What follows belongs to an exercise in optimizing a design on an open flow for small area, a short achievable clock period and few clock cycles; a production flow would make more cautious choices.
Only simulation tests tie the RTL to the original design; equivalence was not proved.

==> build 10 <==
// hash_engine
module hash_engine (
    input  wire        clk,
    input  wire        rst,
    input  wire        cmd_valid,
    output wire        cmd_ready,
    input  wire [15:0] cmd_word,
    output reg         rsp_valid,
    input  wire        rsp_ready,
    output reg  [2:0]  rsp_code,
    output reg  [63:0] rsp_data
);
    localparam [63:0] K_GOLD = 64'h9E3779B97F4A7C15;
    localparam [63:0] K_M1   = 64'hFF51AFD7ED558CCD;
    localparam [63:0] K_M2   = 64'hC4CEB9FE1A85EC53;
    reg [63:0] acc_r;
    reg [2:0]  acc_c;
    wire [63:0] acc = acc_r + {15'd0, acc_c[2], 15'd0, acc_c[1], 15'd0, acc_c[0], 16'd0};
    reg [4:0]  dig;
    reg [19:0] ca, cb, cc;
    reg [22:0] scr;
    reg [63:0] mix;
    reg        act, dv, ovf, az;
    reg [2:0]  err;
    wire [63:0] stat_word = {57'd0, err, az, ovf, dv, act};
    function [13:0] pdec(input [15:0] w);
        reg [3:0] o;
        reg [7:0] g;
        reg z, b, nop, sta, pus, fin, rdb, rdr, srs;
        begin
            o = w[15:12];
            g = w[7:0];
            nop = o == 4'h0; sta = o == 4'h1; pus = o == 4'h2; fin = o == 4'h3;
            rdb = o == 4'h4; rdr = o == 4'h5; srs = o == 4'hF;
            z = nop | sta | fin | srs;
            b = pus | rdb | rdr;
            pdec[0] = nop; pdec[1] = sta; pdec[2] = pus; pdec[3] = fin;
            pdec[4] = rdb; pdec[5] = rdr; pdec[6] = srs;
            pdec[7] = (w[11:8] != 4'd0) | ~(z | b) | (z & (g != 8'd0));
            pdec[8] = (rdb & (g > 8'd16)) | (rdr & (g > 8'd7));
            pdec[9] = rdb | (rdr & (g != 8'd0) & (g != 8'd7));
            pdec[10] = g < 8'd10;
            pdec[11] = (g >= 8'd10) & (g < 8'd100);
            pdec[12] = g[2:0] == 3'd6;
            pdec[13] = g >= 8'd100;
        end
    endfunction
    reg        mv, sv, rdy;
    reg [15:0] mw, sw;
    reg [13:0] md;
    wire       exec;
    assign cmd_ready = rdy;
    wire take = cmd_valid & rdy;
    always @(posedge clk) begin
        if (rst) begin
            mv  <= 1'b0;
            sv  <= 1'b0;
            rdy <= 1'b1;
        end else if (~mv | exec) begin
            if (sv) begin
                mv  <= 1'b1;
                mw  <= sw;
                md  <= pdec(sw);
                sv  <= 1'b0;
                rdy <= 1'b1;
            end else begin
                mv <= take;
                if (take) begin
                    mw <= cmd_word;
  ...
Settings: LEC_CHECK=0, ABC_AREA=1, ABC_CLOCK_PERIOD_IN_PS=5000, CAP_MARGIN=35, CORE_MARGIN=2, CORE_UTILIZATION=60, PLACE_DENSITY=0.75, SLEW_MARGIN=35; clock period 18.0 ns.
run.sh (not shown) runs the stock make flow with config.mk's settings and CLKGATE_MAP_FILE= SYNTH_SCRIPT=/design/flow/synth_recipe.tcl, a recipe that flattens the netlist after the stock synthesis.
==> trial 40 (differences from build 10) <==
--- a/flow/design.v
+++ b/flow/design.v
@@ -201,12 +201,12 @@
     he_push u_push (.acc(acc_r), .ci(acc_c), .arg(arg), .m10(md[10]), .m100(md[11]), .m1k(md[13]),
                     .lo(p_lo), .co(p_c));
     wire ovf_push = md[10] & ((acc > Q10) | ((acc == Q10) & (arg >= 8'd6)))
                   | md[11] & ((acc > Q100) | ((acc == Q100) & (arg >= 8'd16)))
                   | md[13] & (acc > Q1000);
-    localparam A_IDLE = 3'd0, A_RUN = 3'd1, A_D = 3'd2, A_F1 = 3'd3, A_F2 = 3'd4, A_F3 = 3'd5,
-               A_DONE = 3'd6;
+    localparam A_IDLE = 3'd0, A_RUN = 3'd1, A_D = 3'd2, A_F1 = 3'd3, A_F2 = 3'd4, A_W = 3'd5;
+    reg        a_f3;                
     reg [2:0]  a_st;
     reg [2:0]  a_cnt;
     reg [63:0] an;
     reg [76:0] bcd;
     reg [2:0]  a_div;
@@ -269,17 +269,18 @@
             3'd4: fmaskf = 24'h00FFFF;
             3'd5: fmaskf = 24'h0FFFFF;
             default: fmaskf = 24'hFFFFFF;
         endcase
     endfunction
-    wire [3:0]  w_off = (a_st == A_F1) ? {1'b0, a_div} : a_e;
+    wire [3:0]  w_off = (a_st == A_F1) ? a_e : {1'b0, a_div};
     wire [79:0] w_sh  = {3'd0, bcd} >> {w_off, 2'b00};
     wire [19:0] conv;
     he_conv u_conv (.fv(win), .v(conv));    
     always @(posedge clk) begin
         if (rst) begin
             a_st <= A_IDLE;
+            a_f3 <= 1'b0;
             fbv <= 1'b0;
         end else begin
             case (a_st)
             A_RUN: begin
                 bcd   <= dd_out;
@@ -297,15 +298,16 @@
                 win  <= w_sh[23:0] & fmaskf(a_div);
                 a_st <= A_F2;
             end
             A_F2: begin
                 win  <= w_sh[23:0] & fmaskf(a_div);
-                a_st <= A_F3;
+                a_st <= ab_go ? A_IDLE : A_W;
             end
-            A_F3: a_st <= A_DONE;
-            default: if (ab_go) a_st <= A_IDLE;
+            A_W: if (ab_go) a_st <= A_IDLE;
+            default: ;
             endcase
+            a_f3 <= ab_go;
             if (fin_go) fb <= acc;
             if (fin_go) fbv <= 1'b1;
             else if (a_start) fbv <= 1'b0;
             if (a_start) begin
                 an    <= fb;
@@ -314,14 +316,15 @@
                 a_st  <= A_RUN;
             end
         end
         if (a_st == A_D)  dig <= ndig;
         if (a_st == A_F1) cc  <= conv;
-        if (a_st == A_F2) cb  <= conv;
-        if (a_st == A_F3) ca  <= conv;
+        if (a_st == A_F2) ca  <= conv;
+        if (a_f3)         cb  <= conv;
     end
-    localparam B1_IDLE = 3'd0, B1_MA = 3'd1, B1_MB = 3'd2, B1_CP = 3'd3, B1_AB = 3'd4;
+    localparam B1_IDLE = 3'd0, B1_W = 3'd1, B1_MA = 3'd2, B1_MB = 3'd3, B1_CP = 3'd4, B1_AB = 3'd5,
+               B1_S0 = 3'd6;
     reg [2:0]  b1_st;
     reg [1:0]  b1_cnt;
     reg        b1_done;
     reg [63:0] bn1;
     reg [19:0] ap1;
@@ -330,14 +333,11 @@
     reg [43:0] r1, r2;
     reg [36:0] mxs;                 
     reg [20:0] myr;                 
     reg        minv;                
     wire       b12_go;
-    reg        nb1, nb2;            
-    wire       nmove = nb1 & (~nb2 | c_used_n);
-    wire       c_used_n;
-    assign ab_go = (a_st == A_DONE) & (b1_st == B1_IDLE) & ~b1_done & ~nb1;
+    assign ab_go = ((a_st == A_F2) | (a_st == A_W)) & (b1_st == B1_IDLE) & ~b1_done;
     wire [22:0] ap1x6;
     wire        ap1x6_c;
     bk_add #(23) u_a6 (.a({1'b0, ap1, 2'b0}), .b({2'b0, ap1, 1'b0}), .ci(1'b0), .s(ap1x6), .co(ap1x6_c));
     wire [2:0]  bq_n;
     he_q5 u_bq (.x({3'b0, cb}), .a(ap1), .a6(ap1x6), .q(bq_n));
@@ -346,24 +346,47 @@
     he_bmul u_bmul (.mx(mxs), .my(myr[6:0]), .inv(minv), .r1(r1), .r2(r2), .s(mt_s), .c(mt_c));
     wire [43:0] dsum, dinc;
     wire        dsum_c, dinc_c;
     bk_add #(44) u_dsum (.a(r1), .b(r2), .ci(1'b0), .s(dsum), .co(dsum_c));
     bk_add #(44) u_dinc (.a(~r1), .b(44'd0), .ci(1'b1), .s(dinc), .co(dinc_c));
+    wire [43:0] dabs = r1;
+    reg  [4:0]  s0_rem, s0_t, s0_a;
+    reg  [2:0]  s0_root;
+    integer     s0k;
+    always @(*) begin
+        s0_rem = 5'd0; s0_root = 3'd0;
+        for (s0k = 0; s0k < 3; s0k = s0k + 1) begin
+            s0_a = {s0_rem[2:0], dabs[41 - 2*s0k], dabs[40 - 2*s0k]};
+            s0_t = s0_a - {1'b0, s0_root[1:0], 2'b01};
+            if (s0_a >= {1'b0, s0_root[1:0], 2'b01}) begin
+                s0_rem  = s0_t;
+                s0_root = {s0_root[1:0], 1'b1};
+            end else begin
+                s0_rem  = s0_a;
+                s0_root = {s0_root[1:0], 1'b0};
+            end
+        end
+    end
     always @(posedge clk) begin
         if (rst) begin
             b1_st <= B1_IDLE;
             b1_done <= 1'b0;
-            nb1 <= 1'b0;
         end else begin
             case (b1_st)
+            B1_W: begin
+                mxs   <= {15'd0, ap1n, 2'b00};
+                myr   <= {1'd0, cc};
+                ap1   <= ap1n;
+                b1_st <= B1_MA;
+            end
             B1_MA, B1_MB: begin
                 r1 <= mt_s; r2 <= mt_c;
                 minv <= 1'b0;
                 mxs <= {mxs[29:0], 7'd0};
                 myr <= {7'd0, myr[20:7]};
                 b1_cnt <= b1_cnt + 2'd1;
-                if (b1_st == B1_MA && b1_cnt == 2'd0) bq1 <= bq_n;
+                if (b1_st == B1_MB && b1_cnt == 2'd0) bq1 <= bq_n;
                 if (b1_cnt == 2'd2) begin
                     b1_cnt <= 2'd0;
                     if (b1_st == B1_MA) begin
                         mxs <= {17'd0, cb};
                         myr <= {1'd0, cb};
@@ -379,47 +402,47 @@
                 dneg1 <= dsum[43];
                 b1_st <= B1_AB;
             end
             B1_AB: begin
                 if (dneg1) r1 <= dinc;
+                b1_st <= B1_S0;
+            end
+            B1_S0: begin
+                r1 <= {8'd0, r1[35:0]};
+                r2 <= {36'd0, s0_rem, s0_root};
                 b1_st <= B1_IDLE;
                 b1_done <= 1'b1;
             end
             default: if (b12_go) b1_done <= 1'b0;
             endcase
-            if (nmove) nb1 <= 1'b0;
             if (ab_go) begin
-                mxs   <= {15'd0, ap1n, 2'b00};
-                myr   <= {1'd0, cc};
                 r1    <= 44'd0;
                 r2    <= 44'd0;
                 minv  <= 1'b0;
                 b1_cnt <= 2'd0;
-                nb1   <= 1'b1;
                 bn1   <= an;
-                ap1   <= ap1n;
-                b1_st <= B1_MA;
+                b1_st <= B1_W;
             end
         end
     end
     localparam B2_IDLE = 2'd0, B2_SQ = 2'd1, B2_SC = 2'd2, B2_DONE = 2'd3;
     reg [1:0]  b2_st;
     reg [3:0]  b2_cnt;
     reg [63:0] bn2;
     reg [19:0] ap2;
     reg [2:0]  bq2;
     reg        dneg2;
-    reg [43:0] sx;
+    reg [35:0] sx;
     reg [22:0] srem;
     reg [20:0] sroot;
     wire       bc_go;
     wire       b2_free = (b2_st == B2_IDLE) | bc_go;
     assign b12_go = b1_done & b2_free;
     wire [22:0] sr_rem;
     wire [20:0] sr_root;
     wire [43:0] sr_x;
-    he_sqrt2 u_sq (.x(sx), .rem(srem), .root(sroot), .x_o(sr_x), .rem_o(sr_rem), .root_o(sr_root));
+    he_sqrt2 u_sq (.x({sx, 8'd0}), .rem(srem), .root(sroot), .x_o(sr_x), .rem_o(sr_rem), .root_o(sr_root));
     reg  [22:0] a6, rmb;            
     function [22:0] rmil(input [3:0] r);
         case (r)
             4'd0: rmil = 23'd0;
             4'd1: rmil = 23'd1000000;
@@ -442,55 +465,53 @@
     wire [22:0] scr_n = dneg2 ? scr_c : (rmil({1'b0, bq2} + {1'b0, qq}) | {20'd0, qd});
     always @(posedge clk) begin
         if (b2_st == B2_SC) scr <= scr_n;
         if (rst) begin
             b2_st <= B2_IDLE;
-            nb2 <= 1'b0;
         end else begin
             case (b2_st)
             B2_SQ: begin
-                sx    <= sr_x;
+                sx    <= sr_x[43:8];
                 srem  <= sr_rem;
                 sroot <= sr_root;
                 b2_cnt <= b2_cnt + 4'd1;
-                if (b2_cnt == 4'd10) b2_st <= B2_SC;
+                if (b2_cnt == 4'd8) b2_st <= B2_SC;
             end
             B2_SC: b2_st <= B2_DONE;
             default: if (bc_go) b2_st <= B2_IDLE;
             endcase
-            if (c_used_n) nb2 <= 1'b0;
-            if (nmove) begin
-                nb2 <= 1'b1;
-                bn2 <= bn1;
-            end
             if (b12_go) begin
+                bn2   <= bn1;
                 ap2   <= ap1;
                 a6    <= ap1x6;
                 rmb   <= rmil(bq1);
                 bq2   <= bq1;
                 dneg2 <= dneg1;
-                sx    <= {2'b00, r1[41:0]};
-                srem  <= 23'd0;
-                sroot <= 21'd0;
+                sx    <= r1[35:0];
+                srem  <= {18'd0, r2[7:3]};
+                sroot <= {18'd0, r2[2:0]};
                 b2_cnt <= 4'd0;
                 b2_st <= B2_SQ;
             end
         end
     end
-    localparam C_IDLE = 2'd0, C_RUN = 2'd1, C_ADD = 2'd2, C_CMT = 2'd3;
-    reg [1:0]  c_st;
+    localparam C_IDLE = 3'd0, C_RUN = 3'd1, C_ADD = 3'd2, C_CMT = 3'd3, C_OV = 3'd4;
+    reg [2:0]  c_st;
     reg [1:0]  c_ph;
     reg [1:0]  c_j;
-    reg [63:0] mc;
+    reg        cph0, cj1;           
+    reg        c_ov;                
+    reg [63:0] mc;                  
     reg [63:0] as, ac;
     wire [63:0] psum = as + ac;
-    wire [63:0] hx   = psum ^ (bn2 & {64{c_ph == 2'd0}});
+    wire [63:0] hx   = psum ^ (mc & {64{(c_ph == 2'd0) & (c_st == C_ADD)}});
     wire [63:0] xs   = hx ^ (hx >> 33);
-    wire c_cmt_now = ((c_st == C_ADD) & (c_ph == 2'd2) | (c_st == C_CMT)) & ~blk_r;
-    wire c_free = (c_st == C_IDLE) | c_cmt_now;
-    assign bc_go = (b2_st == B2_DONE) & c_free & nb2;
-    assign c_used_n = (c_st == C_ADD) & (c_ph == 2'd0);
+    wire c_last   = (c_ph == 2'd0) ? c_j[0] : (c_j == 2'd3);
+    wire c_ovgo   = (c_st == C_RUN) & (c_ph == 2'd2) & (c_j == 2'd3) & (b2_st == B2_DONE) & ~blk_r;
+    wire c_cmt_now = (((c_st == C_ADD) & (c_ph == 2'd2)) | (c_st == C_CMT) | (c_st == C_OV)) & ~blk_r;
+    wire c_free = (c_st == C_IDLE) | (c_cmt_now & (c_st != C_OV));
+    assign bc_go = (b2_st == B2_DONE) & (c_free | c_ovgo);
     wire [24:0] scr_y = {1'b0, scr, 1'b0};
     wire [64:0] k1_y = {K_M1, 1'b0};
     wire [64:0] k2_y = {K_M2, 1'b0};
     function [16:0] ychunk(input [1:0] ph, input [1:0] j);
         case (ph)
@@ -508,50 +529,69 @@
         end
     endfunction
     reg  [23:0] bd;
     always @(posedge clk) begin
         case (c_st)
-            C_RUN:   bd <= bdec(ychunk(c_ph, c_j + 2'd1));
+            C_RUN:   bd <= bdec(c_last ? ychunk(2'd0, 2'd0) : ychunk(c_ph, c_j + 2'd1));
             C_ADD:   bd <= bdec(ychunk((c_ph == 2'd2) ? 2'd0 : c_ph + 2'd1, 2'd0));
+            C_OV:    bd <= bdec(ychunk(2'd0, 2'd1));
             default: bd <= bdec(ychunk(2'd0, 2'd0));
         endcase
     end
+    wire [63:0] kg = cj1 ? (K_GOLD << 16) : K_GOLD;
+    wire [63:0] xm = cph0 ? kg : mc;
     wire [63:0] ct_s, ct_c;
-    he_cmul u_cmul (.xm(mc), .bd(bd), .as(as), .ac(ac), .s(ct_s), .c(ct_c));
-    wire last_chunk = (c_ph == 2'd0) ? c_j[0] : (c_j == 2'd3);
+    he_cmul u_cmul (.xm(xm), .bd(bd), .as(as & {64{~c_ov}}), .ac(ac & {64{~c_ov}}), .s(ct_s), .c(ct_c));
     always @(posedge clk) begin
         if (rst) begin
             c_st <= C_IDLE;
+            c_ov <= 1'b0;
         end else begin
+            c_ov <= c_ovgo;
             case (c_st)
             C_RUN: begin
                 c_j <= c_j + 2'd1;
-                if (last_chunk) c_st <= C_ADD;
+                cj1 <= (c_ph == 2'd0) & ~c_j[0];
+                if (c_last) c_st <= c_ovgo ? C_OV : C_ADD;
             end
             C_ADD: begin
                 c_j <= 2'd0;
                 c_ph <= c_ph + 2'd1;
+                cph0 <= 1'b0;
                 if (c_ph == 2'd2) c_st <= c_cmt_now ? C_IDLE : C_CMT;
                 else c_st <= C_RUN;
             end
+            C_OV: begin
+                c_ph <= 2'd0;
+                c_j  <= 2'd1;
+                cj1  <= 1'b1;
+                c_st <= C_RUN;
+            end
             default: if (c_cmt_now) c_st <= C_IDLE;
             endcase
-            if (bc_go) begin
+            if (bc_go & ~c_ovgo) begin
                 c_ph <= 2'd0;
                 c_j  <= 2'd0;
+                cph0 <= 1'b1;
+                cj1  <= 1'b0;
                 c_st <= C_RUN;
             end
+            if (c_ovgo) begin
+                cph0 <= 1'b1;
+                cj1  <= 1'b0;
+            end
         end
     end
     always @(posedge clk) begin
-        as <= (c_st == C_RUN) ? ct_s : 64'd0;
-        ac <= (c_st == C_RUN) ? ct_c : 64'd0;
+        as <= ((c_st == C_RUN) | (c_st == C_OV)) ? ct_s : 64'd0;
+        ac <= ((c_st == C_RUN) | (c_st == C_OV)) ? ct_c : 64'd0;
         case (c_st)
-            C_RUN:   mc <= {mc[47:0], 16'd0};
-            C_ADD:   mc <= ((c_ph == 2'd2) & ~blk_r) ? K_GOLD : xs;
-            C_CMT:   if (~blk_r) mc <= K_GOLD;
-            default: mc <= K_GOLD;
+            C_RUN:   mc <= c_ovgo ? bn2 : (cph0 ? mc : {mc[47:0], 16'd0});
+            C_ADD:   mc <= ((c_ph == 2'd2) & ~blk_r) ? bn2 : xs;
+            C_CMT:   if (~blk_r) mc <= bn2;
+            C_OV:    ;
+            default: mc <= bn2;
         endcase
     end
     always @(posedge clk) begin
         if (rst) begin
             acc_r <= 64'd0; acc_c <= 3'd0;
--- a/flow/config.mk
+++ b/flow/config.mk
@@ -5,10 +5,10 @@
 export SDC_FILE = /design/flow/constraint.sdc
 export NUM_CORES = 8
 export LEC_CHECK = 0
 export ABC_AREA = 1
 export ABC_CLOCK_PERIOD_IN_PS = 5000
-export CAP_MARGIN = 35
+export CAP_MARGIN = 50
 export CORE_MARGIN = 2
 export CORE_UTILIZATION = 60
 export PLACE_DENSITY = 0.75
-export SLEW_MARGIN = 35
+export SLEW_MARGIN = 50
==> trial 73 (differences from build 10) <==
--- a/flow/config.mk
+++ b/flow/config.mk
@@ -5,10 +5,10 @@
 export SDC_FILE = /design/flow/constraint.sdc
 export NUM_CORES = 8
 export LEC_CHECK = 0
 export ABC_AREA = 1
 export ABC_CLOCK_PERIOD_IN_PS = 5000
-export CAP_MARGIN = 35
+export CAP_MARGIN = 50
 export CORE_MARGIN = 2
 export CORE_UTILIZATION = 60
 export PLACE_DENSITY = 0.75
-export SLEW_MARGIN = 35
+export SLEW_MARGIN = 50
==> comparison <==
- Final cell count, highest first: trial 40, build 10, trial 73.
- In critical path depth, build 10 and trial 73 do not differ.
- Setup slack: build 10 < trial 40 < trial 73.
- Clock skew, highest first: trial 40, build 10, trial 73.
- In build 10 the utilization is lower than in trial 40, by 0.11 points.
- The highest first-iteration DRC count belongs to trial 40, the lowest to trial 73.
- Worst hold slack: trial 40 > trial 73 > build 10.
- The highest fmax belongs to trial 73, the lowest to build 10.
Testbench counts of build 10, summed over its fixed seeds: cycles 5,496.
Testbench counts of trial 40, summed over its fixed seeds: cycles 5,231.
Testbench counts of trial 73, summed over its fixed seeds: cycles 5,496.

==> separate check: timing with driven ports <==
In the flow no input, the clock included, has a driving cell. The finished layouts below were timed again as built, in two steps.
Step 1 (the two cells are an assumption about what drives the block):
set clk [get_ports {clk}]
set_driving_cell -lib_cell sky130_fd_sc_hd__clkbuf_16 $clk
set_driving_cell -lib_cell sky130_fd_sc_hd__buf_2 [delete_from_list [all_inputs] $clk]
Step 2 moves the port delays by t, midway between the first and last clock arrival at a register: inputs arrive t later, outputs are due t later. That takes back most of the time a late clock gives input paths.
Three values: ideal, step 1, step 2; two values: the first two.
run | shift t [ns] | setup slack, ns | latest minus earliest clock arrival (ns) | worst register clock-pin slew, ns
build 10 | 0.934 | 12.166 / 12.073 / 11.766 | 0.056 / 0.056 | 0.07 / 0.07
trial 40 | 0.930 | 12.201 / 12.111 / 12.115 | 0.055 / 0.056 | 0.07 / 0.07
trial 73 | 0.935 | 12.226 / 12.132 / 11.938 | 0.054 / 0.055 | 0.07 / 0.07
After both steps every run listed still meets setup and hold. The setup slack of build 10, which loses most, moves by -0.093 ns with the drivers and by -0.400 ns with both steps.
